What follows belongs to an exercise in optimizing a design on an open flow for small area and a short achievable clock period; a production flow would make more cautious choices.
Where RTL was checked, it was by simulation tests only, not by an equivalence proof against the original.
Only the layout flow was run in run 2; the RTL was not checked for function there.
No activity file was given, so power comes from the tool's default toggle rates.

[flow/run.sh]
#!/bin/bash
# synth_recipe.tcl (not shown) runs the flow's synth.tcl, then flattens the netlist and writes it again
# the make line also repeats each setting of config.mk as NAME=value (left out here)
make -C /OpenROAD-flow-scripts/flow DESIGN_CONFIG=/design/flow/config.mk WORK_HOME=/design/flow/orfs CLKGATE_MAP_FILE= SYNTH_SCRIPT=/design/flow/synth_recipe.tcl finish
[flow/config.mk]
export PLATFORM = sky130hd
export DESIGN_NAME = dccap_fa
export DESIGN_NICKNAME = dccap_fa
export VERILOG_FILES = /design/flow/design.v
export SDC_FILE = /design/flow/constraint.sdc
export NUM_CORES = 4
export LEC_CHECK = 0
export ABC_AREA = 1
export CAP_MARGIN = 20
export CORE_MARGIN = 2
export CORE_UTILIZATION = 40
export CTS_BUF_LIST = sky130_fd_sc_hd__clkbuf_8
export SLEW_MARGIN = 20
[flow/constraint.sdc]
create_clock -name core_clock -period 125.0 [get_ports {clk}]
set_input_delay 25.0000 -clock core_clock [delete_from_list [all_inputs] [get_ports {clk}]]
set_output_delay 25.0000 -clock core_clock [all_outputs]
set_load 0.01 [all_outputs]
[flow/design.v]
module dccap_framer (
    input  wire        clk,
    input  wire        rst,
    input  wire        tick,
    input  wire        cmd_ill,      
    input  wire        cmd_fr,       
    input  wire [3:0]  cmd_op,
    input  wire [7:0]  cmd_a,
    input  wire [15:0] cmd_d,
    output wire        bus_req,
    output wire        bus_rd,
    output wire [1:0]  bus_len,
    output wire [23:0] bus_wdata,
    input  wire        bus_ack,
    input  wire        bus_ok,
    input  wire [15:0] bus_rdata,
    output wire [31:0] fr_status,
    output wire [31:0] result
);
    localparam [15:0] EXPECTED_ID = 16'h3055;
    localparam [2:0] OP_WRREG  = 3'd1;
    localparam [2:0] OP_RDREG  = 3'd2;
    localparam [2:0] OP_RDRES  = 3'd3;
    localparam [2:0] OP_RDID   = 3'd4;
    localparam [2:0] OP_DEVRST = 3'd5;
    localparam [2:0] OP_INIT   = 3'd6;
    reg         busy;
    reg [1:0]   err;         
    reg         ovr, ill, idmm;
    reg [27:0]  res;
    reg [4:0]   pc;
    reg [1:0]   att;         
    reg         wt;          
    reg [13:0]  wcnt;
    reg [2:0]   opc;
    reg [23:0]  wb;
    reg [3:0]   xb;
    assign fr_status = {21'd0, idmm, ill, ovr, 2'd0, err, 3'd0, busy};
    assign result    = {4'd0, res};
    wire op_wr1  = (opc == OP_WRREG) || (opc == OP_DEVRST);
    wire op_rd   = (opc == OP_RDREG) || (opc == OP_RDID);
    wire op_res  = (opc == OP_RDRES);
    wire op_init = (opc == OP_INIT);
    wire pc0     = (pc == 5'd0);
    wire init_wr = op_init && (pc[4:2] != 3'd0) && (pc < 5'd22);
    wire u_tx3    = (op_wr1 && pc0) || init_wr;
    wire u_tx1    = ((op_rd || op_init) && pc0) || (op_res && !pc[0] && !pc[2]);
    wire u_rx     = ((op_rd || op_init) && pc == 5'd1) || (op_res && pc[0]);
    wire u_idchk  = op_init && (pc == 5'd2);
    wire u_settle = op_init && (pc == 5'd22);
    wire u_bus    = u_tx1 || u_tx3 || u_rx;
    wire [7:0] tab_a =
        (pc[4:2] == 3'd1) ? {6'b000101, pc[1:0]} :                         
        (pc[4:2] == 3'd2) ? (pc[1] ? {7'b0010000, pc[0]} : {7'b0001111, pc[0]}) :  
        (pc[4:2] == 3'd3) ? {6'b000100, pc[1:0]} :                         
        (pc[4:2] == 3'd4) ? {6'b000010, pc[1:0]} :                         
                            {7'b0001101, ~pc[0]};                          
    wire [15:0] tab_d =
        (pc[4:2] == 3'd1) ? 16'h1001 :
        (pc[4:2] == 3'd2) ? 16'h8800 :
        (pc[4:2] == 3'd3) ? 16'h000A :
        (pc[4:2] == 3'd4) ? 16'hFFFF :
        (pc[0] ? 16'h1E01 : 16'hC20D);
    assign bus_wdata[23:16] = u_rx ? 8'd0 : init_wr ? tab_a : wb[23:16];
    assign bus_wdata[15:0]  = !u_tx3 ? 16'd0 : init_wr ? tab_d : wb[15:0];
    wire running = busy && !wt;
    assign bus_req = running && u_bus;
    assign bus_rd  = u_rx;
    assign bus_len = u_tx3 ? 2'd3 : u_tx1 ? 2'd1 : 2'd2;
    wire settle   = u_settle;            
    wire wait_end = settle ? (wcnt == 14'd10000) : (wcnt == 14'd5000);
    wire rx_v0res = op_res && !pc[1];    
    wire [15:0] rdv = {wb[23:16], wb[15:12], xb};
    always @(posedge clk) begin
        if (rst) begin
            busy <= 1'b0;
            err  <= 2'd0;
            ovr  <= 1'b0;
            ill  <= 1'b0;
            idmm <= 1'b0;
            res  <= 28'd0;
            att  <= 2'd0;
            wt   <= 1'b0;
            wcnt <= 14'd0;
        end else begin
            if (busy) begin
                if (wt) begin
                    if (wait_end) begin
                        if (!settle) att <= att + 2'd1;
                        wt   <= 1'b0;
                        wcnt <= 14'd0;
                    end else if (tick) begin
                        wcnt <= wcnt + 14'd1;
                    end
                end else if (u_bus) begin
                    if (bus_ack) begin
                        if (bus_ok) begin
                            att <= 2'd0;
                        end else if (att != 2'd2) begin
                            wt <= 1'b1;
                        end else begin
                            err  <= 2'd1;
                            busy <= 1'b0;
                            att  <= 2'd0;
                        end
                    end
                end else if (u_idchk) begin
                    res  <= {12'd0, rdv};
                    idmm <= (rdv != EXPECTED_ID);
                end else if (u_settle) begin
                    wt <= 1'b1;
                end else begin  
                    if (op_res)
                        res <= {wb[11:0], rdv};
                    else if (op_rd)
                        res <= {12'd0, rdv};
                    err  <= 2'd0;
                    busy <= 1'b0;
                end
            end
            if (cmd_ill) ill <= 1'b1;
            if (cmd_fr) begin
                if (busy) begin
                    ovr <= 1'b1;
                end else if (cmd_op[2:0] == OP_RDRES && cmd_a[7:2] != 6'd0) begin
                    err <= 2'd2;
                end else begin
                    err  <= 2'd0;
                    if (cmd_op[2:0] == OP_INIT) idmm <= 1'b0;
                    busy <= 1'b1;
                end
            end
        end
    end
    wire accept  = cmd_fr && !busy && !(cmd_op[2:0] == OP_RDRES && cmd_a[7:2] != 6'd0);
    wire step1   = busy && (wt ? (wait_end && settle) : (u_bus && bus_ack && bus_ok));
    wire step2   = running && u_idchk;
    always @(posedge clk) begin
        if (accept) begin
            opc <= cmd_op[2:0];
            pc  <= 5'd0;
        end else if (step1) begin
            pc  <= pc + 5'd1;
        end else if (step2) begin
            pc  <= pc + 5'd2;
        end
    end
    wire [2:0] cop = cmd_op[2:0];
    wire [7:0] first_a = ((cop == OP_RDRES) ? {cmd_a[6:0], 1'b0} : cmd_a) |
                         ((cop == OP_RDID || cop == OP_INIT) ? 8'h7F : 8'h00) |
                         ((cop == OP_DEVRST) ? 8'h1A : 8'h00);
    wire [15:0] first_d = cmd_d | ((cop == OP_DEVRST) ? 16'h8000 : 16'h0000);
    always @(posedge clk) begin
        if (!busy && cmd_fr) begin
            wb <= {first_a, first_d};
        end else if (running && u_rx && bus_ack && bus_ok) begin
            if (rx_v0res) begin
                wb[11:0] <= bus_rdata[11:0];
                wb[16]   <= 1'b1;
            end else begin
                {wb[23:16], wb[15:12], xb} <= bus_rdata;
            end
        end
    end
endmodule
module dccap_act #(
    parameter integer SPLIT = 8,          
    parameter integer LA    = 16'h00FF    
) (
    input  wire        clk,
    input  wire        rst,
    input  wire        tick,
    input  wire        set_duty,     
    input  wire [15:0] duty_arg,
    input  wire        set_hz,       
    input  wire [23:0] hz_arg,
    output reg         out_a,
    output reg         out_b,
    output wire        out_pwm,
    output wire [31:0] act_status,
    output wire [31:0] toggle_hz,
    output wire [31:0] toggle_reload,
    output wire [31:0] pwm_ccr,
    output wire [31:0] pwm_ccr_next
);
    localparam [18:0] NUM = 19'd500000;   
    localparam integer K  = SPLIT;
    localparam [1:0] HB_IDLE     = 2'd0;
    localparam [1:0] HB_CLAIM    = 2'd1;
    localparam [1:0] HB_DEADTIME = 2'd2;
    wire [6:0] duty_clamped = duty_arg[15]               ? 7'd0 :
                              (duty_arg[14:0] > 15'd100) ? 7'd100 : duty_arg[6:0];
    function [9:0] ccr_of;
        input [6:0] d;
        reg [9:0] t;
        begin
            t = {d, 3'b000} + {2'b00, d, 1'b0};
            ccr_of = (d[6] & d[5] & d[2]) ? 10'd999 : t;
        end
    endfunction
    wire [18:0] d1 = hz_arg[18:0];
    wire [18:0] d2;
    wire [18:0] r1 [16:K];       
    wire [15:K] q1;
    assign r1[16] = NUM;
    function [19:0] dstage;      
        input [18:0] r;
        input [18:0] d;
        input integer k;
        input integer la;
        integer i;
        reg b, b1, ov, g0, p0, g1, p1;
        reg [18:0] t;
        begin
            b = 1'b0; ov = 1'b0; t = r;
            for (i = 19 - k; i < 19; i = i + 1)
                ov = ov | d[i];
            for (i = 0; i + k < 19; i = i + 1 + la) begin
                g0 = ~r[i+k] & d[i];
                p0 = ~(r[i+k] ^ d[i]);
                t[i+k] = ~p0 ^ b;
                b1 = g0 | (p0 & b);
                if (la != 0 && i + k + 1 < 19) begin
                    g1 = ~r[i+k+1] & d[i+1];
                    p1 = ~(r[i+k+1] ^ d[i+1]);
                    t[i+k+1] = ~p1 ^ b1;
                    b = (g1 | (p1 & g0)) | (p1 & p0 & b);
                end else begin
                    b = b1;
                end
            end
            dstage = (ov | b) ? {1'b0, r} : {1'b1, t};
        end
    endfunction
    genvar k;
    generate
        for (k = 15; k >= K; k = k - 1) begin : g_s1
            assign {q1[k], r1[k]} = dstage(r1[k+1], d1, k, (LA >> k) & 1);
        end
    endgenerate
    reg  [18:K] dv_r;            
    reg  [15:K] dv_q;            
    wire [18:0] r2 [K:0];
    wire [15:0] q2;
    assign r2[K] = {dv_r, NUM[K-1:0]};
    assign q2[15:K] = dv_q;
    generate
        for (k = K - 1; k >= 0; k = k - 1) begin : g_s2
            assign {q2[k], r2[k]} = dstage(r2[k+1], d2, k, (LA >> k) & 1);
        end
    endgenerate
    reg [6:0]  duty;
    reg [6:0]  duty_act;     
    reg        ccr_upd;
    reg [3:0]  pwm_lo;       
    reg [6:0]  pwm_hi;
    reg [23:0] tog_hz;
    reg [15:0] tog_cnt;
    reg        pending;
    reg [1:0]  hb_phase;
    reg        hb_target;    
    reg [10:0] hb_dt;
    assign d2 = tog_hz[18:0];
    wire hz_lt8  = ~|tog_hz[23:3];
    wire hz_zero = hz_lt8 & ~|tog_hz[2:0];
    wire tog_run = ~hz_zero;
    wire hz_big  = (tog_hz > 24'd500000);
    wire [15:0] reload = hz_lt8 ? {16{~hz_zero}} :
                         hz_big ? 16'd1 : q2;
    wire pwm_wrap = (pwm_hi == 7'd99) && (pwm_lo == 4'd9);
    assign out_pwm = (pwm_hi < duty_act) &&
                     !(duty_act[6] && duty_act[5] && duty_act[2] && pwm_wrap);
    wire [15:0] tog_inc   = tog_cnt + 16'd1;
    wire        tog_event = tog_run && (tog_inc == reload);
    wire        hz_load   = set_hz && (hz_arg != 24'd0);
    always @(posedge clk) begin
        if (hz_load) begin
            dv_r <= r1[K][18:K];
            dv_q <= q1;
        end
    end
    always @(posedge clk) begin
        if (rst) begin
            duty      <= 7'd0;
            duty_act  <= 7'd0;
            ccr_upd   <= 1'b0;
            pwm_lo    <= 4'd0;
            pwm_hi    <= 7'd0;
            tog_hz    <= 24'd0;
            pending   <= 1'b0;
            out_a     <= 1'b0;
            out_b     <= 1'b0;
            hb_phase  <= HB_IDLE;
        end else begin
            if (tick) begin
                if (tog_event)
                    pending <= 1'b1;
                if (pwm_wrap) begin
                    pwm_lo <= 4'd0;
                    pwm_hi <= 7'd0;
                    if (ccr_upd) begin
                        duty_act <= duty;
                        ccr_upd  <= 1'b0;
                    end
                end else if (pwm_lo == 4'd9) begin
                    pwm_lo <= 4'd0;
                    pwm_hi <= pwm_hi + 7'd1;
                end else begin
                    pwm_lo <= pwm_lo + 4'd1;
                end
            end
            case (hb_phase)
                HB_IDLE: begin
                    if (pending) hb_phase <= HB_CLAIM;
                end
                HB_CLAIM: begin
                    pending   <= 1'b0;
                    out_a     <= 1'b0;
                    out_b     <= 1'b0;
                    hb_phase  <= HB_DEADTIME;
                end
                default: begin
                    if (hb_dt == 11'd2000) begin
                        out_a    <= !hb_target;
                        out_b    <= hb_target;
                        hb_phase <= HB_IDLE;
                    end
                end
            endcase
            if (set_duty) begin
                duty    <= duty_clamped;
                ccr_upd <= 1'b1;
            end
            if (hz_load)
                tog_hz  <= hz_arg;
        end
    end
    always @(posedge clk) begin
        if (hz_load)
            tog_cnt <= 16'd0;
        else if (tick && tog_run)
            tog_cnt <= tog_event ? 16'd0 : tog_inc;
        if (hb_phase == HB_CLAIM) begin
            hb_dt     <= 11'd0;
            hb_target <= out_a;
        end else if (tick && hb_phase == HB_DEADTIME && hb_dt != 11'd2000) begin
            hb_dt <= hb_dt + 11'd1;
        end
    end
    wire [1:0] dir  = {out_b, out_a};
    wire [1:0] view = pending ? 2'd1 : (hb_phase != HB_IDLE) ? 2'd2 : 2'd0;
    assign act_status    = {6'd0, view, 1'b0, duty, 7'd0, out_pwm, dir, hb_phase, tog_run, pending, out_b, out_a};
    assign toggle_hz     = {8'd0, tog_hz};
    assign toggle_reload = {16'd0, reload};
    assign pwm_ccr       = {22'd0, ccr_of(duty_act)};
    assign pwm_ccr_next  = {ccr_upd, 21'd0, ccr_of(duty)};
endmodule
module dccap_fa (
    input  wire        clk,
    input  wire        rst,          
    input  wire        tick,         
    input  wire        cmd_we,
    input  wire [31:0] cmd_wdata,
    input  wire [2:0]  rd_addr,
    output reg  [31:0] rd_data,
    output wire        busy,         
    output wire        bus_req,
    output wire        bus_rd,
    output wire [1:0]  bus_len,
    output wire [23:0] bus_wdata,
    input  wire        bus_ack,
    input  wire        bus_ok,
    input  wire [15:0] bus_rdata,
    output wire        out_a,
    output wire        out_b,
    output wire        out_pwm
);
    wire [3:0]  op = cmd_wdata[31:28];
    wire [3:0]  z  = cmd_wdata[27:24];
    wire [7:0]  a  = cmd_wdata[23:16];
    wire [15:0] d  = cmd_wdata[15:0];
    reg legal_fr, legal_act;
    always @(*) begin
        legal_fr  = 1'b0;
        legal_act = 1'b0;
        if (z == 4'd0) begin
            case (op)
                4'h1:             legal_fr  = 1'b1;
                4'h2, 4'h3:       legal_fr  = (d == 16'd0);
                4'h4, 4'h5, 4'h6: legal_fr  = (a == 8'd0) && (d == 16'd0);
                4'h8:             legal_act = (a == 8'd0);
                4'h9:             legal_act = 1'b1;
                default: ;
            endcase
        end
    end
    wire cmd_ill  = cmd_we && !legal_fr && !legal_act;
    wire cmd_fr   = cmd_we && legal_fr;
    wire set_duty = cmd_we && legal_act && (op == 4'h8);
    wire set_hz   = cmd_we && legal_act && (op == 4'h9);
    wire [31:0] fr_status, result;
    wire [31:0] act_status, toggle_hz, toggle_reload, pwm_ccr, pwm_ccr_next;
    dccap_framer u_framer (
        .clk       (clk),
        .rst       (rst),
        .tick      (tick),
        .cmd_ill   (cmd_ill),
        .cmd_fr    (cmd_fr),
        .cmd_op    (op),
        .cmd_a     (a),
        .cmd_d     (d),
        .bus_req   (bus_req),
        .bus_rd    (bus_rd),
        .bus_len   (bus_len),
        .bus_wdata (bus_wdata),
        .bus_ack   (bus_ack),
        .bus_ok    (bus_ok),
        .bus_rdata (bus_rdata),
        .fr_status (fr_status),
        .result    (result)
    );
    dccap_act #(.SPLIT(8), .LA(16'h001F)) u_act (
        .clk           (clk),
        .rst           (rst),
        .tick          (tick),
        .set_duty      (set_duty),
        .duty_arg      (d),
        .set_hz        (set_hz),
        .hz_arg        (cmd_wdata[23:0]),
        .out_a         (out_a),
        .out_b         (out_b),
        .out_pwm       (out_pwm),
        .act_status    (act_status),
        .toggle_hz     (toggle_hz),
        .toggle_reload (toggle_reload),
        .pwm_ccr       (pwm_ccr),
        .pwm_ccr_next  (pwm_ccr_next)
    );
    assign busy = fr_status[0];
    always @(*) begin
        case (rd_addr)
            3'd0:    rd_data = 32'd0;           
            3'd1:    rd_data = fr_status;
            3'd2:    rd_data = result;
            3'd3:    rd_data = act_status;
            3'd4:    rd_data = toggle_hz;
            3'd5:    rd_data = toggle_reload;
            3'd6:    rd_data = pwm_ccr;
            default: rd_data = pwm_ccr_next;
        endcase
    end
endmodule
==> results_dict.tcl, run 1 <==
set metrics [dict create \
    status "finished clean" \
    yosysTopAreaCell "dfxtp_1" \
    insertion_delay_ns 0.51 \
    grt_pass1_wl_um 84900 \
    max_cap_viol_count 0 \
    die_area_sq_um 44000 \
    routed_wl_um 53800 \
    powerDensity_nw_per_um2 6.63 \
    crit_path_frequent_cell "nand2_1" \
    synth_top_area_share_pct 16.3 \
    dp_hpwl_um 43800 \
    drcViolationCount 0 \
    yosysMostFrequentCell "nand2_1" \
    via_count 15713 \
    worstPathMaxFanout 27 \
    syn_area_sq_um 16900 \
    seqPwrFrac_pct 51.5 \
    first_pass_iters 5 \
    area_growth_syn_to_layout_pct 12.3 \
    hold_viol 0 \
    ys_types 68 \
    finalPower_uw 126 \
    ant_nets 0 \
    die_w_um 210 \
    intPower_uw 90.5 \
    hold-worst-slack_ns 0.454 \
    track_usage_pct 24.8 \
    crit_slowest_cell "dfxtp_1" \
    worstSetupEndpointType "output pin" \
    post_drt_wl_per_cell_um 18.5 \
    swShare_pct 28.2 \
    setup_violations 0 \
    fin_nets 2635 \
    start_util_pct 40.4 \
    tightest_slew_ns 1.08 \
    p_leak_nw 8.20 \
    comb_power_share_pct 13.7 \
    synth_commonest_cells "nand2_1, inv_1, a21oi_1" \
    ys_ff_latch 189 \
    antenna_cells 0 \
    gr-total-overflow 0 \
    rows 75 \
    cts.sinks 189 \
    ioPinCount 121 \
    vdd_drop_max_uv 5.18 \
    top_layer "met4" \
    via_per_inst 5.41 \
    timing.fmax_ghz 0.0183 \
    rsz0062_at_grt "no" \
    cts_tree "yes" \
    cts_resized 0 \
    numCtsBuffers 17 \
    worstSetupPathType "reg2out" \
    seq_area_frac_synth_pct 25.4 \
    final.setup.tns_ns 0 \
    ys_warn_count 3 \
    crit_required_ns 100.00 \
    clkTransAtPathRegs_ns 0.09 \
    ys.flop_type "dfxtp_1" \
    grt_antenna_before_repair 0 \
    slew_headroom_pct 27.1 \
    maxSlewViolCount 0 \
    period_needed_ns 54.67 \
    synth_area_leaders "dfxtp_1, fa_1, nand2_1, edfxtp_1, ha_1" \
    dieHeight_um 210 \
    routabilityCongestion 0.947 \
    cp_data_arrival_time_ns 29.67 \
    worst_setup_path_start_kind "flip-flop" \
    drive_gt1_share_pct 5.80 \
    core_sq_um 41900 \
    finalCritPeriodShare_pct 43.7 \
    drt_iter0_markers 1193 \
    async_reset_ff_share_pct 0 \
    cts_setup_buffers 0 \
    synth_edf_count 51 \
    grt_pass1_vias 15105 \
    root_buffer "clkbuf_8" \
    wl_met1_um 23300 \
    syn_inst 2265 \
    fill_cells 4243 \
    wl_met3_um 2410 \
    hold_class "reg2reg" \
    dr_wl_met2_um 26000 \
    grt_max_degree 56 \
    max_stage_delay_ns 1.02 \
    clock-skew-final_ns 0.0184 \
    numPortBuffers 117 \
    holdBufCountCts 0 \
    clockPowerShare_pct 34.8 \
    synth_area_per_cell_sq_um 7.47 \
    cts_buffer_depth 2 \
    p_switching_uw 35.5 \
    h-tree-depth 4 \
]
[worst paths after layout]
kind	startpoint	to	slack (ns)	cells after the start
setup reg to reg	u_act.tog_hz[0]	u_act.tog_cnt[14]	95.91	152
setup / recovery	u_act.tog_hz[0]	rd_data[0]	70.33	147
hold / removal	u_act.hb_dt[10]	u_act.hb_dt[10]	0.45	1
hold reg to reg	u_act.hb_dt[10]	u_act.hb_dt[10]	0.45	1
[worst max-delay path, delay by kind of cell, from the launching register on]
| kind | cells | cell delay (ns) |
|---|---|---|
| AND/OR/NAND/NOR | 85 | 8.30 |
| flip-flops | 1 | 1.02 |
| multiplexers | 1 | 0.38 |
| buffers and inverters | 13 | 3.20 |
| adder cells (fa/ha/maj) | 42 | 15.37 |
| AO/OA/AOI/OAI | 6 | 0.86 |
[registers in the layout, indices dropped and copies added (netlist names), 2 cells and up]
| name | count |
|---|---|
| u_act.tog_cnt | 16 |
| u_framer.err | 2 |
| u_act.duty_act | 7 |
| u_framer.pc | 5 |
| u_act.pwm_lo | 4 |
| u_act.hb_dt | 11 |
| u_act.hb_phase | 2 |
| u_act.duty | 7 |
| u_act.tog_hz | 24 |
| u_framer.wb | 24 |
| u_act.dv_r | 11 |
| u_framer.opc | 3 |
| u_framer.att | 2 |
| u_act.dv_q | 8 |
| u_framer.xb | 4 |
| u_framer.wcnt | 14 |
| u_act.pwm_hi | 7 |
| u_framer.res | 28 |
[stage by stage]
step / instance area, sq um / utilization, % / worst slack (ns) / instances
5_1_grt: 19000 / 45.4 / 67.92 / 2903
2_1_floorplan: 16900 / - / 73.48 / 2267
6_report: 19000 / 45.4 / 70.33 / 2903
3_3_place_gp: 18600 / 44.4 / 71.62 / 2871
4_1_cts: 19000 / 45.4 / 70.31 / 2903
3_5_place_dp: 18600 / 44.4 / 70.90 / 2871
[cell families after synthesis]
group | share of synthesized area (%)
AND/OR/NAND/NOR | 23.1
AO/OA/AOI/OAI | 16.9
buffers and inverters | 8.60
adder cells (fa/ha/maj) | 22.0
flip-flops | 25.4
XOR/XNOR | 2.43
multiplexers | 1.60
other | 0.0222
[power by group through the flow]
stage / Clock (mW) / Combinational, mW / Sequential (mW)
finish: 0.0439 / 0.0173 / 0.0648
CTS: 0.0447 / 0.0172 / 0.0648
floorplan: 0 / 0.0106 / 0.0659
global route: 0.0472 / 0.0196 / 0.0650
detailed placement: 0 / 0.0171 / 0.0662
global placement: 0 / 0.0168 / 0.0662
[per-layer routing]
layer | track usage (%) | vias to the layer above
met3 | 2.72 | 95
met4 | 9.49 | 0
met1 | 32.5 | 7473
li1 | - | 7692
met2 | 42.2 | 453
met5 | 0 | -
[placed cells by master, fill, tap and decap left out, drive strengths merged, types with 51 or more instances in the layout]
cell / n
nand3: 90
fa: 117
o21ai: 186
a21oi: 183
nand2: 560
nor2: 167
dfxtp: 138
inv: 304
clkdlybuf4s50: 117
ha: 110
edfxtp: 51
[area by class of cell]
cell class / instances / area [sq um] / share of cell area (%)
multi-input combinational: 1707 / 11200 / 58.9
sequential: 189 / 4290 / 22.6
timing repair buffer: 132 / 1280 / 6.76
inverter: 304 / 1140 / 6.00
tap: 539 / 674 / 3.55
clock buffer: 17 / 234 / 1.23
clock inverter: 15 / 185 / 0.974
==> run 2: changes to the inputs <==
--- a/flow/design.v
+++ b/flow/design.v
@@ -421,3 +421,3 @@
     );
-    dccap_act #(.SPLIT(8), .LA(16'h001F)) u_act (
+    dccap_act #(.SPLIT(7), .LA(16'h009F)) u_act (
         .clk           (clk),
==> flow/flow/run.sh (new file) <==
#!/bin/bash
# The standard layout (the standard.sh: ORFS synthesis to final
# layout), with every port buffered by a plain buffer cell instead of
# the default choice, a delay buffer.
set -euo pipefail
export BUFFER_PORTS_ARGS="-buffer_cell sky130_fd_sc_hd__buf_2"
bash standard.sh finish > standard_flow.log 2>&1
==> flow/standard.sh (new file) <==
#!/bin/bash
# synth_recipe.tcl (not shown) runs the flow's synth.tcl, then flattens the netlist and writes it again
# the make line also repeats each setting of config.mk as NAME=value (left out here)
make -C /OpenROAD-flow-scripts/flow DESIGN_CONFIG=/design/flow/config.mk WORK_HOME=/design/flow/orfs CLKGATE_MAP_FILE= SYNTH_SCRIPT=/design/flow/synth_recipe.tcl "${@:-finish}"
--- a/flow/config.mk
+++ b/flow/config.mk
@@ -10,4 +10,5 @@
 export CORE_MARGIN = 2
-export CORE_UTILIZATION = 40
+export CORE_UTILIZATION = 60
 export CTS_BUF_LIST = sky130_fd_sc_hd__clkbuf_8
+export CTS_CLUSTER_SIZE = 10
 export SLEW_MARGIN = 20
removed: flow/run.sh
==> run 2 against run 1 <==
Effect of this change: clock-buffer cell count is the same; register-to-register slack gained 4.5 ns; synthesized cell count is 2.7% higher; global-route usage is 9.6 points higher; first-iteration DRC count is 29% higher; die area is 32% lower; largest cell class unchanged.
==> results_dict.tcl, run 2 <==
set metrics [dict create \
    cts_resized 0 \
    yosysTopAreaCell "dfxtp_1" \
    numCtsBuffers 17 \
    worstSetupPathType "in2out" \
    async_reset_ff_share_pct 0 \
    ys_ff_latch 191 \
    p_leak_nw 8.42 \
    finalCritPeriodShare_pct 41.7 \
    tightest_slew_ns 1.07 \
    post_drt_wl_per_cell_um 18.3 \
    die_area_sq_um 30100 \
    largestRegisters "u_framer.res x28, u_act.tog_hz x24, u_framer.wb x24" \
    rr_worst_depth 133 \
    grt_max_degree 64 \
    drt_iter0_markers 1535 \
    h-tree-depth 4 \
    synth_edf_count 53 \
    final_area_sq_um 18500 \
    via_per_inst 5.87 \
    hold_viol 0 \
    status "finished clean" \
    worstPathMaxFanout 19 \
    largest-register "u_framer.res" \
    numPortBuffers 117 \
    timing.fmax_ghz 0.0192 \
    grt_pass1_wl_um 82500 \
    drive_gt1_share_pct 9.29 \
    cts_tree "yes" \
    hold-worst-slack_ns 0.465 \
    dp_hpwl_um 41300 \
    first_pass_iters 6 \
    yosysMostFrequentCell "nand2_1" \
    core_sq_um 28000 \
    synth_area_leaders "dfxtp_1, fa_1, nand2_1, edfxtp_1, ha_1" \
    antenna_cells 0 \
    routabilityCongestion 0.982 \
    max_cap_viol_count 0 \
    ys_types 69 \
    worstSetupEndpointType "output pin" \
    rows 61 \
    max_stage_delay_ns 0.65 \
    area_growth_syn_to_layout_pct 7.79 \
    cts.sinks 191 \
    clkTransAtPathRegs_ns 0.11 \
    layout_setup_ws_ns 72.84 \
    synth_top_area_share_pct 16.1 \
    final.setup.tns_ns 0 \
    setup_violations 0 \
    cp_data_arrival_time_ns 27.16 \
    cts_buffer_depth 2 \
    placed_area_sq_um 18100 \
    ys_warn_count 3 \
    hold_class "reg2reg" \
    synth_area_per_cell_sq_um 7.40 \
    via_count 16495 \
    clock-skew-final_ns 0.0167 \
    crit_path_cell_trace "buf_2 > nor3_1 > buf_4 > clkinv_1 > o22ai_1 > a211oi_1 > a32oi_1 > buf_2" \
    syn_area_sq_um 17200 \
    dieHeight_um 173 \
    crit_slowest_cell "clkinv_1" \
    gr-total-overflow 0 \
    crit_path_frequent_cell "buf_2" \
    maxSlewViolCount 0 \
    track_usage_pct 34.4 \
    synth_commonest_cells "nand2_1, inv_1, nor2_1" \
    routed_wl_um 51400 \
    ioPinCount 121 \
    rsz0062_at_grt "no" \
    crit_required_ns 100.00 \
    final_util_pct 66.2 \
    holdBufCountCts 0 \
    start_util_pct 61.4 \
    syn_inst 2326 \
    place_ws_ns 72.94 \
    ant_nets 0 \
    period_needed_ns 52.16 \
    fin_nets 2708 \
    rr_startpoint "u_act.tog_hz[2]" \
    ys.flop_type "dfxtp_1" \
    drcViolationCount 0 \
    holdPathStages 1 \
    insertion_delay_ns 0.51 \
    hp-start "u_act.hb_dt[10]" \
    cts_setup_buffers 0 \
    root_buffer "clkbuf_8" \
    worst_setup_path_start_kind "input pin" \
    powerDensity_nw_per_um2 6.84 \
    seq_area_frac_synth_pct 25.3 \
    crit_start "rd_addr[0]" \
    largest_reg_flops 28 \
    mostFrequentLayoutCells "nand2_1, inv_1, nor2_1" \
    grt_antenna_before_repair 0 \
    grt_pass1_vias 15677 \
    die_w_um 173 \
    layout_commonest_cell "nand2_1" \
    vdd_drop_max_uv 6.21 \
    slew_headroom_pct 28.4 \
]
==> run 2: cell count changes in the layout (fill, tap and decap cells not counted), moves of 9 or more <==
cell,change
nor2_1,+32
clkdlybuf4s50_1,-117
a21oi_2,-9
inv_1,+22
xor2_1,+9
o21ai_1,-14
buf_2,+117
o21ai_0,+29
nand2_2,-14
ha_1,+9
a21oi_1,+12
==> run 2: metrics by stage <==
step	instances	power [mW]
4_1_cts	2810	0.127
3_3_place_gp	2778	0.0833
3_5_place_dp	2778	0.0838
5_1_grt	2810	0.131
2_1_floorplan	2328	0.0781
6_report	2810	0.127
==> run 2: worst paths after layout <==
kind	endpoint	slack, ns
hold / removal	u_act.hb_dt[10]	0.46
setup / recovery	rd_data[6]	72.84
setup reg to reg	u_act.tog_cnt[9]	100.36
hold reg to reg	u_act.hb_dt[10]	0.46
==> run 2: report_power, final <==
part | internal, mW | switching [mW] | total, mW
Combinational | 0.00592 | 0.0113 | 0.0173
Clock | 0.0159 | 0.0280 | 0.0440
Sequential | 0.0644 | 0.00121 | 0.0656
Total | 0.0863 | 0.0406 | 0.127
==> run 2: layer usage <==
metal / global-route usage [%] / wire length [um] / up-vias
li1: - / - / 7911
met1: 47.0 / 21700 / 7746
met2: 55.7 / 23500 / 735
met3: 4.74 / 4480 / 103
met4: 13.2 / 1820 / 0
met5: 0 / 0 / -
==> run 2: logic make-up after synthesis <==
logic type | Yosys count | synth area share (%)
buffers and inverters | 387 | 8.73
flip-flops | 191 | 25.3
XOR/XNOR | 55 | 2.80
adder cells (fa/ha/maj) | 232 | 21.8
AND/OR/NAND/NOR | 933 | 23.5
other | 1 | 0.0218
AO/OA/AOI/OAI | 508 | 16.7
multiplexers | 19 | 1.16
==> run 2: critical path, delay by kind of cell <==
family	cells	cell delay, ns
compound gates	3	0.79
buf+inv	4	1.19
simple gates	1	0.18
==> run 2: area by class of cell <==
type                    count  area (sq um)
repair buffers            132           698
well taps                 378           473
fillers                  2571          9460
clock inverters            15           199
inverters                 327          1230
flip-flops and latches    191          4350
multi-input cells        1750         11400
clock buffers              17           234
==> run 3: changes to the inputs <==
--- a/flow/design.v
+++ b/flow/design.v
@@ -421,3 +421,3 @@
     );
-    dccap_act #(.SPLIT(7), .LA(16'h009F)) u_act (
+    dccap_act #(.SPLIT(7), .LA(16'h001F)) u_act (
         .clk           (clk),
--- a/flow/config.mk
+++ b/flow/config.mk
@@ -10,3 +10,3 @@
 export CORE_MARGIN = 2
-export CORE_UTILIZATION = 60
+export CORE_UTILIZATION = 40
 export CTS_BUF_LIST = sky130_fd_sc_hd__clkbuf_8
==> run 3 against run 2 <==
Effect of this change: sequential cell count stayed put; total power is 0.90% lower; combinational power hardly changed; largest cell class unchanged; final area is 0.77% higher; hold slack worse by 0.0062 ns; critical path type unchanged.
==> results_dict.tcl, run 3 <==
set metrics [dict create \
    synth_area_leaders "dfxtp_1, fa_1, nand2_1, edfxtp_1, ha_1" \
    seq_area_sq_um 4350 \
    worstSetupEndpointType "output pin" \
    yosysTopAreaCell "dfxtp_1" \
    seq_area_frac_synth_pct 25.3 \
    via_per_inst 5.42 \
    swShare_pct 30.4 \
    synth_edf_count 53 \
    drcViolationCount 0 \
    root_buffer "clkbuf_8" \
    rows 76 \
    drive_gt1_share_pct 11.0 \
    ant_nets 0 \
    dieHeight_um 212 \
    cts_setup_buffers 0 \
    crit_required_ns 100.00 \
    seqPwrFrac_pct 52.1 \
    via_count 16093 \
    period_needed_ns 52.12 \
    final.setup.tns_ns 0 \
    grt_pass1_wl_um 85500 \
    synth_commonest_cells "nand2_1, inv_1, nor2_1" \
    powerDensity_nw_per_um2 6.73 \
    hp-start "u_framer.wcnt[9]" \
    rsz0062_at_grt "no" \
    cp_data_arrival_time_ns 27.12 \
    comb_power_share_pct 13.7 \
    rr_startpoint "u_act.tog_hz[0]" \
    maxSlewViolCount 0 \
    routed_wl_um 54200 \
    mostFrequentLayoutCells "nand2_1, inv_1, nor2_1" \
    grt_pass1_vias 15472 \
    max_cap_viol_count 0 \
    numPortBuffers 117 \
    grt_antenna_before_repair 1 \
    syn_inst 2328 \
    post_drt_wl_per_cell_um 18.3 \
    worstSetupPathType "in2out" \
    worst_setup_path_start_kind "input pin" \
    dp_hpwl_um 43500 \
    tightest_slew_ns 0.998 \
    syn_area_sq_um 17200 \
    ioPinCount 121 \
    async_reset_ff_share_pct 0 \
    status "finished clean" \
    insertion_delay_ns 0.52 \
    start_util_pct 40.3 \
    track_usage_pct 24.6 \
    timing.fmax_ghz 0.0192 \
    intPower_uw 87.5 \
    largest-register "u_framer.res" \
    ys_warn_count 3 \
    core_sq_um 42800 \
    cts_buffer_depth 2 \
    setup_violations 0 \
    final_util_pct 43.7 \
    largestRegisters "u_framer.res x28, u_act.tog_hz x24, u_framer.wb x24" \
    fin_nets 2695 \
    first_pass_iters 5 \
    vdd_drop_max_uv 6.45 \
    hold_class "reg2reg" \
    synth_area_per_cell_sq_um 7.40 \
    die_area_sq_um 44800 \
    yosysMostFrequentCell "nand2_1" \
    clockPowerShare_pct 34.2 \
    multiInputGateArea_sq_um 11400 \
    clock-skew-final_ns 0.0270 \
    ys_ff_latch 191 \
    largest_reg_flops 28 \
    ys.flop_type "dfxtp_1" \
    holdBufCountCts 0 \
    h-tree-depth 4 \
    cts.sinks 191 \
    numCtsBuffers 17 \
    synth_top_area_share_pct 16.0 \
    p_switching_uw 38.2 \
    cts_resized 0 \
    fill_cells 4433 \
    finalCritPeriodShare_pct 41.7 \
    clkTransAtPathRegs_ns 0.10 \
    drt_iter0_markers 1333 \
    cts_tree "yes" \
    ys_types 72 \
    layout_commonest_cell "nand2_1" \
    routabilityCongestion 0.911 \
    die_w_um 212 \
    gr-total-overflow 0 \
    grt_max_degree 61 \
    p_leak_nw 8.48 \
    worstPathMaxFanout 18 \
    hold_viol 0 \
    area_growth_syn_to_layout_pct 8.46 \
    crit_start "rd_addr[1]" \
    slew_headroom_pct 33.2 \
]
==> run 3: cell types whose count changed in the layout (fill, tap and decap cells not counted), moves of 8 or more <==
cell	previous run	this run
a21oi_1	185	175
a21oi_2	1	11
ha_1	119	109
inv_1	307	287
nand2_1	537	569
nand2_2	7	19
nor2_1	186	178
o21ai_0	181	165
o21ai_1	17	29
==> run 3: cell families after synthesis <==
group | after synthesis | synth area share [%]
flip-flops | 191 | 25.3
multiplexers | 20 | 1.21
buffers and inverters | 378 | 8.65
AND/OR/NAND/NOR | 983 | 25.1
adder cells (fa/ha/maj) | 227 | 21.6
AO/OA/AOI/OAI | 481 | 15.8
XOR/XNOR | 47 | 2.39
other | 1 | 0.0218
==> run 3: power by group through the flow <==
stage / logic (mW) / clock network, mW / registers [mW]
after CTS: 0.0170 / 0.0438 / 0.0654
after detailed placement: 0.0169 / 0 / 0.0668
after global placement: 0.0167 / 0 / 0.0668
after floorplan: 0.0111 / 0 / 0.0665
after global routing: 0.0192 / 0.0458 / 0.0657
final: 0.0173 / 0.0430 / 0.0655
==> run 3: final timing paths <==
kind	endpoint	slack, ns	depth (start not counted)
max reg2reg	u_act.tog_cnt[2]	99.81	132
max	rd_data[8]	72.88	12
min	u_framer.wcnt[9]	0.46	2
min reg2reg	u_framer.wcnt[9]	0.46	2
==> run 3: through the flow <==
step,setup WS (ns),power (mW),instances,cell area [sq um],hold slack [ns]
after floorplan,73.68,0.0776,2330,17200,0.425
after global placement,73.02,0.0835,2938,18300,0.443
after detailed placement,72.80,0.0838,2938,18300,0.447
after CTS,72.92,0.126,2970,18700,0.462
after global routing,71.59,0.131,2971,18700,0.471
final,72.88,0.126,2971,18700,0.459
==> run 3: cell type report <==
class	count	area share, %
multi-input combinational	1761	61.0
sequential	191	23.3
inverter	309	6.25
timing repair buffer	131	3.70
tap	546	3.65
clock buffer	19	1.40
clock inverter	13	0.669
antenna	1	0.0134
==> run 3: routing by layer <==
layer  track usage, %  up-vias  routed length, um
li1                 -     7854                  -
met1             35.1     7577              25400
met2             38.6      585              24100
met3             3.22       77               3350
met4             7.94        0               1460
met5                0        -                  0
==> run 3: critical path, stage by stage <==
cell and delay, ns:
buf_2 0.13, inv_1 0.08, nor3_1 0.16, buf_4 0.23, clkinv_1 0.54, o22ai_1 0.33, a21oi_1 0.09, nand2_1 0.12
a211oi_1 0.05, a32o_1 0.21, inv_1 0.05, buf_2 0.12
==> run 4: changes to the inputs <==
--- a/flow/design.v
+++ b/flow/design.v
@@ -26,2 +26,14 @@
     localparam [2:0] OP_INIT   = 3'd6;
+    function [15:0] inc16;           
+        input [15:0] x;
+        integer i;
+        reg c;
+        begin
+            c = 1'b1;
+            for (i = 0; i < 16; i = i + 1) begin
+                inc16[i] = x[i] ^ c;
+                c = c & x[i];
+            end
+        end
+    endfunction
     reg         busy;
@@ -44,3 +56,3 @@
     wire pc0     = (pc == 5'd0);
-    wire init_wr = op_init && (pc[4:2] != 3'd0) && (pc < 5'd22);
+    wire init_wr = op_init && (pc[4:2] != 3'd0) && !(pc[4] && pc[2] && pc[1]);   
     wire u_tx3    = (op_wr1 && pc0) || init_wr;
@@ -88,3 +100,3 @@
                     if (wait_end) begin
-                        if (!settle) att <= att + 2'd1;
+                        if (!settle) att <= {att[0], ~att[0]};    
                         wt   <= 1'b0;
@@ -92,3 +104,3 @@
                     end else if (tick) begin
-                        wcnt <= wcnt + 14'd1;
+                        wcnt <= inc16({2'd0, wcnt});
                     end
@@ -142,5 +154,5 @@
         end else if (step1) begin
-            pc  <= pc + 5'd1;
+            pc  <= inc16({11'd0, pc});
         end else if (step2) begin
-            pc  <= pc + 5'd2;
+            pc  <= {inc16({12'd0, pc[4:1]}), pc[0]};
         end
@@ -190,4 +202,43 @@
     localparam [1:0] HB_DEADTIME = 2'd2;
+    function [15:0] inc16;           
+        input [15:0] x;
+        integer i;
+        reg c;
+        begin
+            c = 1'b1;
+            for (i = 0; i < 16; i = i + 1) begin
+                inc16[i] = x[i] ^ c;
+                c = c & x[i];
+            end
+        end
+    endfunction
+    function lt24;                   
+        input [23:0] a;
+        input [23:0] b;
+        integer i;
+        reg l;
+        begin
+            l = 1'b0;
+            for (i = 0; i < 24; i = i + 1)
+                l = (~a[i] & b[i]) | (~(a[i] ^ b[i]) & l);
+            lt24 = l;
+        end
+    endfunction
     wire [6:0] duty_clamped = duty_arg[15]               ? 7'd0 :
-                              (duty_arg[14:0] > 15'd100) ? 7'd100 : duty_arg[6:0];
+                              lt24(24'd100, {9'd0, duty_arg[14:0]}) ? 7'd100 : duty_arg[6:0];
+    function [8:0] add7x5;           
+        input [6:0] d;
+        integer i;
+        reg c, a, b;
+        begin
+            add7x5[1:0] = d[1:0];
+            c = 1'b0;
+            for (i = 2; i < 9; i = i + 1) begin
+                a = (i - 2 < 7) ? d[i-2] : 1'b0;
+                b = (i < 7) ? d[i] : 1'b0;
+                add7x5[i] = a ^ b ^ c;
+                c = (a & b) | (a & c) | (b & c);
+            end
+        end
+    endfunction
     function [9:0] ccr_of;
@@ -196,3 +247,3 @@
         begin
-            t = {d, 3'b000} + {2'b00, d, 1'b0};
+            t = {add7x5(d), 1'b0};
             ccr_of = (d[6] & d[5] & d[2]) ? 10'd999 : t;
@@ -266,3 +317,3 @@
     wire tog_run = ~hz_zero;
-    wire hz_big  = (tog_hz > 24'd500000);
+    wire hz_big  = lt24(24'd500000, tog_hz);
     wire [15:0] reload = hz_lt8 ? {16{~hz_zero}} :
@@ -270,5 +321,5 @@
     wire pwm_wrap = (pwm_hi == 7'd99) && (pwm_lo == 4'd9);
-    assign out_pwm = (pwm_hi < duty_act) &&
+    assign out_pwm = lt24({17'd0, pwm_hi}, {17'd0, duty_act}) &&
                      !(duty_act[6] && duty_act[5] && duty_act[2] && pwm_wrap);
-    wire [15:0] tog_inc   = tog_cnt + 16'd1;
+    wire [15:0] tog_inc   = inc16(tog_cnt);
     wire        tog_event = tog_run && (tog_inc == reload);
@@ -306,5 +357,5 @@
                     pwm_lo <= 4'd0;
-                    pwm_hi <= pwm_hi + 7'd1;
+                    pwm_hi <= inc16({9'd0, pwm_hi});
                 end else begin
-                    pwm_lo <= pwm_lo + 4'd1;
+                    pwm_lo <= inc16({12'd0, pwm_lo});
                 end
@@ -346,3 +397,3 @@
         end else if (tick && hb_phase == HB_DEADTIME && hb_dt != 11'd2000) begin
-            hb_dt <= hb_dt + 11'd1;
+            hb_dt <= inc16({5'd0, hb_dt});
         end
@@ -421,3 +472,3 @@
     );
-    dccap_act #(.SPLIT(7), .LA(16'h001F)) u_act (
+    dccap_act #(.SPLIT(7), .LA(16'h008F)) u_act (
         .clk           (clk),
@@ -439,13 +490,8 @@
     assign busy = fr_status[0];
+    wire [7:0] rsel = 8'd1 << rd_addr;
     always @(*) begin
-        case (rd_addr)
-            3'd0:    rd_data = 32'd0;           
-            3'd1:    rd_data = fr_status;
-            3'd2:    rd_data = result;
-            3'd3:    rd_data = act_status;
-            3'd4:    rd_data = toggle_hz;
-            3'd5:    rd_data = toggle_reload;
-            3'd6:    rd_data = pwm_ccr;
-            default: rd_data = pwm_ccr_next;
-        endcase
+        rd_data = ({32{rsel[1]}} & fr_status) | ({32{rsel[2]}} & result) |
+                  ({32{rsel[3]}} & act_status) | ({32{rsel[4]}} & toggle_hz) |
+                  ({32{rsel[5]}} & toggle_reload) | ({32{rsel[6]}} & pwm_ccr) |
+                  ({32{rsel[7]}} & pwm_ccr_next);
     end
--- a/flow/config.mk
+++ b/flow/config.mk
@@ -12,3 +12,3 @@
 export CTS_BUF_LIST = sky130_fd_sc_hd__clkbuf_8
-export CTS_CLUSTER_SIZE = 10
+export CTS_CLUSTER_DIAMETER = 40
 export SLEW_MARGIN = 20
==> run 4 against run 3 <==
Effect of this change: still clean; total power shrank 2.6%; synthesized cell count shrank 6.7%; combinational power shrank 28%; sequential power shrank 1%; clock power grew 5.3%; hold slack gained 0.0087 ns; first-iteration DRC count shrank 2.3%; die area shrank 2.8%; clock skew shrank 0.014 ns; non-clock buffer count shrank 3; clock-buffer cell count shrank 2; critical path type unchanged; largest cell class unchanged; largest power group unchanged.
==> results_dict.tcl, run 4 <==
set metrics [dict create \
    status "finished clean" \
    worstPathMaxFanout 19 \
    numPortBuffers 117 \
    post_drt_wl_per_cell_um 18.6 \
    layout_setup_ws_ns 72.31 \
    worstSetupPathType "in2out" \
    period_needed_ns 52.69 \
    crit_required_ns 100.00 \
    final.setup.tns_ns 0 \
    max_cap_viol_count 0 \
    worst_setup_path_start_kind "input pin" \
    synth_area_leaders "dfxtp_1, fa_1, nand2_1, ha_1, edfxtp_1" \
    drcViolationCount 0 \
    timing.fmax_ghz 0.0190 \
    yosysMostFrequentCell "nand2_1" \
    async_reset_ff_share_pct 0 \
    largest_reg_flops 28 \
    track_usage_pct 24.1 \
    routabilityCongestion 0.950 \
    powerDensity_nw_per_um2 6.72 \
    finalCritPeriodShare_pct 42.1 \
    setup_violations 0 \
    fin_cells 2796 \
    max_stage_delay_ns 0.82 \
    crit_path_frequent_cell "buf_2" \
    tightest_slew_ns 1.07 \
    final_util_pct 44.3 \
    p_leak_nw 8.55 \
    ys_ff_latch 191 \
    synth_top_area_share_pct 16.5 \
    start_util_pct 40.7 \
    cts_tree "yes" \
    antenna_cells 0 \
    layout_commonest_cell "nand2_1" \
    hold-worst-slack_ns 0.467 \
    drive_gt1_share_pct 10.3 \
    dp_cells 2764 \
    cp_data_arrival_time_ns 27.69 \
    via_count 15353 \
    hold_class "reg2reg" \
    insertion_delay_ns 0.48 \
    worstSetupEndpointType "output pin" \
    grt_pass1_vias 14771 \
    synth_area_per_cell_sq_um 7.71 \
    worst-path-buf-inv 4 \
    syn_area_sq_um 16700 \
    place_ws_ns 72.41 \
    ys.flop_type "dfxtp_1" \
    vdd_drop_max_uv 7.50 \
    grt_max_degree 56 \
    ant_nets 0 \
    synth_commonest_cells "nand2_1, inv_1, a21oi_1" \
    largest-register "u_framer.res" \
    largestRegisters "u_framer.res x28, u_act.tog_hz x24, u_framer.wb x24" \
    numCtsBuffers 17 \
    routed_wl_um 52100 \
    die_area_sq_um 43500 \
    crit_slowest_cell "o21ai_0" \
    yosysTopAreaCell "dfxtp_1" \
    drt_iter0_markers 1302 \
    rows 74 \
    crit_path_cell_trace "buf_2 > inv_1 > nor3_1 > clkinv_1 > o21ai_0 > buf_2" \
    mostFrequentLayoutCells "nand2_1, inv_1, a21oi_1" \
    cp_top_family "buffers and inverters" \
    hold_viol 0 \
    dieHeight_um 209 \
    area_growth_syn_to_layout_pct 8.83 \
    grt_pass1_wl_um 82600 \
    ys_warn_count 3 \
    die_w_um 209 \
    ys_types 72 \
    slew_headroom_pct 28.0 \
    syn_inst 2171 \
    cts.sinks 191 \
    seq_area_frac_synth_pct 26.0 \
    dp_hpwl_um 42100 \
    gr-total-overflow 0 \
    rsz0062_at_grt "no" \
    ioPinCount 121 \
    clock-skew-final_ns 0.0132 \
    maxSlewViolCount 0 \
    cts_setup_buffers 0 \
    via_per_inst 5.49 \
    fin_nets 2572 \
    root_buffer "clkbuf_8" \
    synth_edf_count 53 \
    holdBufCountCts 0 \
    core_sq_um 41100 \
    cts_buffer_depth 2 \
    first_pass_iters 6 \
    grt_antenna_before_repair 1 \
    h-tree-depth 4 \
    clkTransAtPathRegs_ns 0.11 \
    cts_resized 0 \
]
[run 4: cell types whose count changed after synthesis, moves of 7 or more]
cell     previous run  this run
a21oi_1           175       155
a21oi_2            11         1
fa_1              118       125
ha_1              109       138
inv_1             286       250
inv_2              11        19
nand2_1           569       531
nand2_2            19         4
nand3_1            81        89
nand3_2            13         5
nor2_1            178       141
nor3_1             43        24
o21ai_0           165       154
xor2_1             21        11
[run 4: kinds of logic after synthesis]
| logic type | synth area share (%) |
|---|---|
| other cells | 0.0224 |
| fa+ha+maj | 25.3 |
| xor+xnor | 1.67 |
| compound gates | 15.6 |
| flops | 26.0 |
| simple gates | 22.1 |
| buf+inv | 8.13 |
| mux | 1.19 |
[run 4: where the power goes]
part	total (mW)	switching [mW]	internal [mW]	leakage [nW]
Clock	0.0453	0.0248	0.0205	0.218
Sequential	0.0647	0.000585	0.0641	1.58
Combinational	0.0124	0.00842	0.00401	6.76
Total	0.122	0.0338	0.0886	8.55
[run 4: path summary, 6_finish.rpt]
kind | startpoint | endpoint | slack, ns | cells past startpoint
max | rd_addr[2] | rd_data[18] | 72.31 | 6
min | u_framer.ovr | u_framer.ovr | 0.47 | 2
max reg2reg | u_act.tog_hz[0] | u_act.tog_cnt[10] | 97.72 | 132
min reg2reg | u_framer.ovr | u_framer.ovr | 0.47 | 2
[run 4: area by class of cell]
type | instances | area (sq um)
Inverter | 278 | 1050
Timing Repair Buffer | 128 | 672
Multi-Input combinational cell | 1636 | 11000
Clock inverter | 14 | 196
Tap cell | 532 | 666
Fill cell | 4184 | 22900
Sequential cell | 191 | 4350
Clock buffer | 17 | 234
[run 4: metrics by stage]
step	total power, mW	cell area, sq um
finish	0.122	18200
detailed placement	0.0784	17800
floorplan	0.0735	16700
CTS	0.124	18200
global placement	0.0780	17800
global route	0.127	18200
[run 4: layer usage]
metal  vias to the layer above  GRT usage, %  part of all wire [%]
met2                       563          38.7                    45
met4                         2          6.21                   2.3
met1                      7323          34.6                    46
met3                        70          2.75                   6.7
li1                       7395             -                     -
met5                         -             0                 0.025
[run 4: worst reg2reg max path, delay by kind of cell, from the launching register on]
family                     cells  cell delay [ns]
and+or+nand+nor               74             7.54
muxes                          1             0.40
buffers and inverters          8             1.55
AOI/OAI and AO/OA              7             1.07
DFF                            1             0.87
adders and majority gates     42            15.78
==> run 5: changes to the inputs <==
--- a/flow/config.mk
+++ b/flow/config.mk
@@ -12,3 +12,3 @@
 export CTS_BUF_LIST = sky130_fd_sc_hd__clkbuf_8
-export CTS_CLUSTER_DIAMETER = 40
+export CTS_CLUSTER_SIZE = 10
 export SLEW_MARGIN = 20
==> run 5 against run 4 <==
Effect of this change: clock skew stayed put; critical path type unchanged; still clean on timing, DRC and antenna; maximum frequency stayed put; largest cell class unchanged; sequential cell count stayed put; critical path depth stayed put; wire length stayed put; largest power group unchanged; first-iteration DRC count stayed put; critical endpoint unchanged; synthesized cell count stayed put; clock power hardly changed.
==> results_dict.tcl, run 5 <==
set metrics [dict create \
    synth_area_per_cell_sq_um 7.71 \
    synth_commonest_cells "nand2_1, inv_1, a21oi_1" \
    clkTransAtPathRegs_ns 0.11 \
    rows 74 \
    ys_types 72 \
    fin_cells 2796 \
    async_reset_ff_share_pct 0 \
    timing.fmax_ghz 0.0190 \
    crit_start "rd_addr[2]" \
    seqPwrFrac_pct 52.8 \
    routed_wl_um 52100 \
    dp_cells 2764 \
    fill_cells 4184 \
    insertion_delay_ns 0.48 \
    die_area_sq_um 43500 \
    crit_path_cell_trace "buf_2 > inv_1 > nor3_1 > clkinv_1 > o21ai_0 > buf_2" \
    antenna_cells 0 \
    ant_nets 0 \
    start_util_pct 40.7 \
    seq_area_sq_um 4350 \
    hold-worst-slack_ns 0.467 \
    dieHeight_um 209 \
    placed_area_sq_um 17800 \
    ys.flop_type "dfxtp_1" \
    first_pass_iters 6 \
    numPortBuffers 117 \
    drt_iter0_markers 1302 \
    cts_setup_buffers 0 \
    rr_startpoint "u_act.tog_hz[0]" \
    synth_edf_count 53 \
    crit_slowest_cell "o21ai_0" \
    h-tree-depth 4 \
    core_sq_um 41100 \
    via_count 15353 \
    maxSlewViolCount 0 \
    grt_max_degree 56 \
    fin_nets 2572 \
    hold_class "reg2reg" \
    layout_commonest_cell "nand2_1" \
    powerDensity_nw_per_um2 6.72 \
    synth_top_area_share_pct 16.5 \
    drcViolationCount 0 \
    swShare_pct 27.6 \
    cts_buffer_depth 2 \
    clockPowerShare_pct 37.0 \
    numCtsBuffers 17 \
    wl_met1_um 23800 \
    top_layer "met5" \
    synth_area_leaders "dfxtp_1, fa_1, nand2_1, ha_1, edfxtp_1" \
    track_usage_pct 24.1 \
    vdd_drop_max_uv 7.50 \
    final.setup.tns_ns 0 \
    final_area_sq_um 18200 \
    root_buffer "clkbuf_8" \
    rsz0062_at_grt "no" \
    worstSetupEndpointType "output pin" \
    status "finished clean" \
    routabilityCongestion 0.950 \
    ys_warn_count 3 \
    ioPinCount 121 \
    area_growth_syn_to_layout_pct 8.83 \
    max_stage_delay_ns 0.82 \
    dp_hpwl_um 42100 \
    multiInputGateArea_sq_um 11000 \
    setup_violations 0 \
    grt_pass1_vias 14771 \
    worstSetupPathType "in2out" \
    die_w_um 209 \
    comb_power_share_pct 10.2 \
    seq_area_frac_synth_pct 26.0 \
    mostFrequentLayoutCells "nand2_1, inv_1, a21oi_1" \
    syn_inst 2171 \
    grt_antenna_before_repair 1 \
    tightest_slew_ns 1.07 \
    largest_reg_flops 28 \
    slew_headroom_pct 28.0 \
    cp_top_family "buffers and inverters" \
    cts_tree "yes" \
    max_cap_viol_count 0 \
    finalCritPeriodShare_pct 42.1 \
    largest-register "u_framer.res" \
    intPower_uw 88.6 \
    syn_area_sq_um 16700 \
    final_util_pct 44.3 \
    hp-start "u_framer.ovr" \
    clock-skew-final_ns 0.0132 \
    worstPathMaxFanout 19 \
    yosysTopAreaCell "dfxtp_1" \
    grt_pass1_wl_um 82600 \
    worst-path-buf-inv 4 \
    gr-total-overflow 0 \
    p_switching_uw 33.8 \
    yosysMostFrequentCell "nand2_1" \
    wl_met3_um 3510 \
    cts.sinks 191 \
    dr_wl_met2_um 23700 \
    holdBufCountCts 0 \
    largestRegisters "u_framer.res x28, u_act.tog_hz x24, u_framer.wb x24" \
    cp_data_arrival_time_ns 27.69 \
    p_leak_nw 8.55 \
    worst_setup_path_start_kind "input pin" \
    cts_resized 0 \
    via_per_inst 5.49 \
    period_needed_ns 52.69 \
    ys_ff_latch 191 \
    crit_required_ns 100.00 \
    drive_gt1_share_pct 10.3 \
    hold_viol 0 \
    crit_path_frequent_cell "buf_2" \
    post_drt_wl_per_cell_um 18.6 \
]
run 5: cell counts after synthesis:
No cell type changed its count.
run 5: kinds of logic (layout without fill, tap and decap cells):
group / after synthesis / in the layout / synth area share [%]
AO/OA/AOI/OAI: 457 / 457 / 15.6
XOR/XNOR: 32 / 32 / 1.67
adder cells (fa/ha/maj): 263 / 263 / 25.3
buffers and inverters: 346 / 437 / 8.13
flip-flops: 191 / 191 / 26.0
multiplexers: 19 / 19 / 1.19
other: 1 / 3 / 0.0224
AND/OR/NAND/NOR: 862 / 862 / 22.1
run 5: final cells by class:
type	count	share of cell area, %
Multi-Input combinational cell	1636	60.6
Sequential cell	191	23.9
Inverter	278	5.75
Timing Repair Buffer	128	3.69
Tap cell	532	3.65
Clock buffer	17	1.28
Clock inverter	14	1.08
run 5: worst register-to-register path, delay by kind of cell, from the launching register on:
family                     cells  cell delay, ns
adders and majority gates     42           15.78
and+or+nand+nor               74            7.54
buffers and inverters          8            1.55
muxes                          1            0.40
DFF                            1            0.87
AOI/OAI and AO/OA              7            1.07
run 5: power groups by stage:
stage / registers [mW] / logic [mW] / clock network (mW)
6_report: 0.0647 / 0.0124 / 0.0453
5_1_grt: 0.0648 / 0.0140 / 0.0486
4_1_cts: 0.0647 / 0.0124 / 0.0465
3_5_place_dp: 0.0661 / 0.0123 / 0
3_3_place_gp: 0.0661 / 0.0120 / 0
2_1_floorplan: 0.0659 / 0.00754 / 0
run 5: worst paths after layout:
| check | end | slack, ns | cells after the start |
|---|---|---|---|
| worst min register to register | u_framer.ovr | 0.47 | 2 |
| worst max-delay path | rd_data[18] | 72.31 | 6 |
| worst min-delay path | u_framer.ovr | 0.47 | 2 |
| worst max register to register | u_act.tog_cnt[10] | 97.72 | 132 |
run 5: layer usage:
layer | track usage [%] | vias to the layer above
li1 | - | 7395
met1 | 34.6 | 7323
met2 | 38.7 | 563
met3 | 2.75 | 70
met4 | 6.21 | 2
met5 | 0 | -
run 5: stage by stage:
stage	power, mW	worst slack, ns
after global routing	0.127	70.44
after detailed placement	0.0784	72.41
after CTS	0.124	71.98
after global placement	0.0780	72.42
after floorplan	0.0735	73.72
final	0.122	72.31
==> run 6: changes to the inputs <==
==> flow/flow/run.sh (replaced) <==
#!/bin/bash
# The standard layout (the standard.sh: ORFS synthesis to final
# layout) with two changes: every port is buffered by a plain buffer
# cell instead of the default choice (a delay buffer), and the clock tree
# is built without dummy balancing loads.
set -euo pipefail
export BUFFER_PORTS_ARGS="-buffer_cell sky130_fd_sc_hd__buf_1"
export CTS_ARGS="-sink_clustering_enable -repair_clock_nets -buf_list sky130_fd_sc_hd__clkbuf_8 -dont_use_dummy_load"
export RECOVER_POWER=40
bash standard.sh finish > standard_flow.log 2>&1
==> run 6 against run 5 <==
Effect of this change: now fails the layout checks on capacitance limit, slew limit; clock power down 29%; register-to-register slack worse by 0.04 ns; total power down 11%; clock-buffer cell count unchanged; non-clock buffer count up 9; clock skew up 0.030 ns; first-iteration DRC count down 5.6%; hold slack worse by 0.0043 ns; sequential cell count unchanged; global-route usage down 0.69 points; critical path depth unchanged.
==> results_dict.tcl, run 6 <==
set metrics [dict create \
    maxSlewViolCount 138 \
    seq_area_frac_synth_pct 26.0 \
    ioPinCount 121 \
    holdPathStages 0 \
    synth_top_family_by_area "adder cells" \
    antenna_cells 0 \
    rr_startpoint "u_act.tog_hz[0]" \
    grt_max_degree 56 \
    drive_gt1_share_pct 4.74 \
    period_needed_ns 52.59 \
    tightest_slew_ns 2.26 \
    rows 74 \
    p_switching_uw 29.1 \
    worst-path-buf-inv 4 \
    numPortBuffers 117 \
    grt_antenna_before_repair 0 \
    first_pass_iters 7 \
    cp_data_arrival_time_ns 27.59 \
    holdBufCountCts 0 \
    insertion_delay_ns 0.49 \
    yosysTopAreaCell "dfxtp_1" \
    clock-skew-final_ns 0.0435 \
    largest_reg_flops 28 \
    status "failed layout checks" \
    synth_compound_area_share_pct 15.6 \
    worstPathMaxFanout 19 \
    fin_nets 2581 \
    final_area_sq_um 17900 \
    cts_buffer_depth 2 \
    crit_slowest_cell "clkinv_1" \
    yosys.area_share.simple_pct 22.1 \
    gr-total-overflow 0 \
    worstSetupPathType "in2out" \
    setup_violations 0 \
    synth_top_area_share_pct 16.5 \
    ys_ff_latch 191 \
    dieHeight_um 209 \
    post_drt_wl_per_cell_um 18.2 \
    max_cap_viol_count 3 \
    clockPowerShare_pct 29.6 \
    worst_setup_path_start_kind "input pin" \
    synthAdderAreaFrac_pct 25.3 \
    synth_mux_area_share_pct 1.19 \
    worstSetupEndpointType "output pin" \
    ys_warn_count 3 \
    hp-start "u_act.out_a" \
    fill_cells 4246 \
    hold_class "reg2reg" \
    cp_top_family "buffers and inverters" \
    largest-register "u_framer.res" \
    ys.flop_type "dfxtp_1" \
    ant_nets 0 \
    numCtsBuffers 17 \
    cts_resized 0 \
    hold-worst-slack_ns 0.463 \
    die_w_um 209 \
    slew_headroom_pct -50.4 \
    synth_edf_count 53 \
    powerDensity_nw_per_um2 6.09 \
    finalCritPeriodShare_pct 42.1 \
    dp_hpwl_um 40800 \
    drcViolationCount 0 \
    yosysMostFrequentCell "nand2_1" \
    h-tree-depth 4 \
    crit_required_ns 100.00 \
    routed_wl_um 50700 \
    comb_power_share_pct 11.1 \
    synth_commonest_cells "nand2_1, inv_1, a21oi_1" \
    so_faults "capacitance limit, slew limit" \
    final.setup.tns_ns 0 \
    hold_viol 0 \
    cts_tree "yes" \
    seqPwrFrac_pct 59.3 \
    track_usage_pct 23.4 \
    drt_iter0_markers 1229 \
    synthXorXnorAreaFrac_pct 1.67 \
    grt_pass1_wl_um 80400 \
    area_growth_syn_to_layout_pct 7.04 \
    syn_area_sq_um 16700 \
    crit_path_frequent_cell "buf_1" \
    via_count 15248 \
    placed_area_sq_um 17700 \
    crit_cells 6 \
    ys_types 72 \
    layout_commonest_cell "nand2_1" \
    intPower_uw 80.0 \
    crit_start "rd_addr[2]" \
    cts_setup_buffers 0 \
    die_area_sq_um 43500 \
    via_per_inst 5.46 \
    routabilityCongestion 0.945 \
    synth_area_leaders "dfxtp_1, fa_1, nand2_1, ha_1, edfxtp_1" \
    rr_worst_depth 134 \
    timing.fmax_ghz 0.0190 \
    cts.sinks 191 \
    largestRegisters "u_framer.res x28, u_act.tog_hz x24, u_framer.wb x24" \
    max_stage_delay_ns 0.78 \
    clkTransAtPathRegs_ns 0.11 \
    vdd_drop_max_uv 6.68 \
    core_sq_um 41100 \
    grt_pass1_vias 14544 \
    swShare_pct 26.7 \
    rsz0062_at_grt "no" \
    p_leak_nw 8.09 \
    start_util_pct 40.7 \
    root_buffer "clkbuf_8" \
    crit_path_cell_trace "buf_1 > inv_1 > nor3_1 > clkinv_1 > o2111ai_1 > buf_1" \
    synth_area_per_cell_sq_um 7.71 \
    syn_inst 2171 \
    mostFrequentLayoutCells "nand2_1, inv_1, a21oi_1" \
    async_reset_ff_share_pct 0 \
]
==> run 6: changes by cell type in the layout (fill, tap and decap cells not counted), moves of 3 or more <==
cell,before,now
buf_1,0,110
buf_4,10,18
bufinv_16,3,0
clkbuf_1,0,9
buf_2,117,0
inv_6,7,0
==> run 6: layout make-up <==
class	count	area, sq um	share of cell area, %
Clock buffer	17	234	1.31
Inverter	278	1050	5.84
Multi-Input combinational cell	1636	11000	61.6
Sequential cell	191	4350	24.3
Tap cell	532	666	3.72
Timing Repair Buffer	137	582	3.25
==> run 6: logic make-up (layout without fill, tap and decap cells) <==
| family | after synthesis | after routing |
|---|---|---|
| compound gates | 457 | 457 |
| xor+xnor | 32 | 32 |
| fa+ha+maj | 263 | 263 |
| buf+inv | 346 | 432 |
| flops | 191 | 191 |
| mux | 19 | 19 |
| other cells | 1 | 3 |
| simple gates | 862 | 862 |
==> run 6: routing by layer <==
metal	share of wire [%]	wire (um)	up-vias	track usage [%]
met5	0	0	-	0
met4	2.4	1190	0	6.87
met3	6.0	3040	76	2.91
met2	45	22800	514	37.1
met1	47	23600	7266	33.6
li1	-	-	7392	-
==> run 6: stage by stage <==
stage | setup WS [ns] | utilization [%] | std cells | power [mW]
finish | 72.41 | 43.6 | 2791 | 0.109
global route | 70.33 | 43.6 | 2791 | 0.113
CTS | 72.23 | 43.6 | 2791 | 0.109
detailed placement | 72.48 | 43.1 | 2774 | 0.0781
global placement | 72.60 | 43.1 | 2774 | 0.0778
floorplan | 73.72 | - | 2173 | 0.0735
==> run 6: worst register-to-register path, delay by kind of cell (launching register included) <==
| kind | cells | cell delay (ns) |
|---|---|---|
| buf+inv | 9 | 1.74 |
| simple gates | 76 | 7.45 |
| compound gates | 6 | 0.85 |
| fa+ha+maj | 42 | 15.97 |
| flops | 1 | 0.84 |
| mux | 1 | 0.39 |
==> run 6: power groups by stage <==
stage          sequential [mW]  clock [mW]  combinational [mW]
5_1_grt                 0.0648      0.0350              0.0136
3_3_place_gp            0.0661           0              0.0117
3_5_place_dp            0.0661           0              0.0121
4_1_cts                 0.0647      0.0327              0.0121
6_report                0.0647      0.0323              0.0121
2_1_floorplan           0.0659           0             0.00754
==> run 6: final timing paths <==
kind / to / slack [ns]
max: rd_data[10] / 72.41
min: u_act.hb_target / 0.46
max reg2reg: u_act.tog_cnt[8] / 97.68
min reg2reg: u_act.hb_target / 0.46

afterwards: timing with drivers on the ports:
No port has a modelled driver above. Below, the same layouts with a new extraction and two added sets of constraints.
Step 1 sets driving cells, clkbuf_16 on the clock port and buf_2 on the other inputs (assumed; they add their load-dependent delay and slew).
Step 2, shift: input delay + t, output delay - t, t = (earliest + latest rising clock arrival at the registers) / 2. This alone moves slack from input paths to output paths.
Three values: ideal ports, drivers, drivers and shift; two values: the first two.
| run | shift t [ns] | setup slack, ns | latest minus earliest clock arrival (ns) | worst data-port slew with drivers (ns) |
|---|---|---|---|---|
| run 1 | 0.546 | 70.333 / 70.285 / 70.830 | 0.020 / 0.019 | 0.05 |
| run 2 | 0.546 | 72.841 / 72.822 / 72.822 | 0.018 / 0.019 | 0.04 |
| run 3 | 0.552 | 72.878 / 72.816 / 72.528 | 0.030 / 0.029 | 0.06 |
| run 4 | 0.515 | 72.315 / 72.277 / 72.277 | 0.017 / 0.018 | 0.04 |
| run 5 | 0.515 | 72.315 / 72.277 / 72.277 | 0.017 / 0.018 | 0.04 |
| run 6 | 0.516 | 72.413 / 72.363 / 72.363 | 0.043 / 0.043 | 0.05 |
For run 3, which loses most, drivers alone change the setup slack by -0.062 ns; drivers and shift together by -0.350 ns.
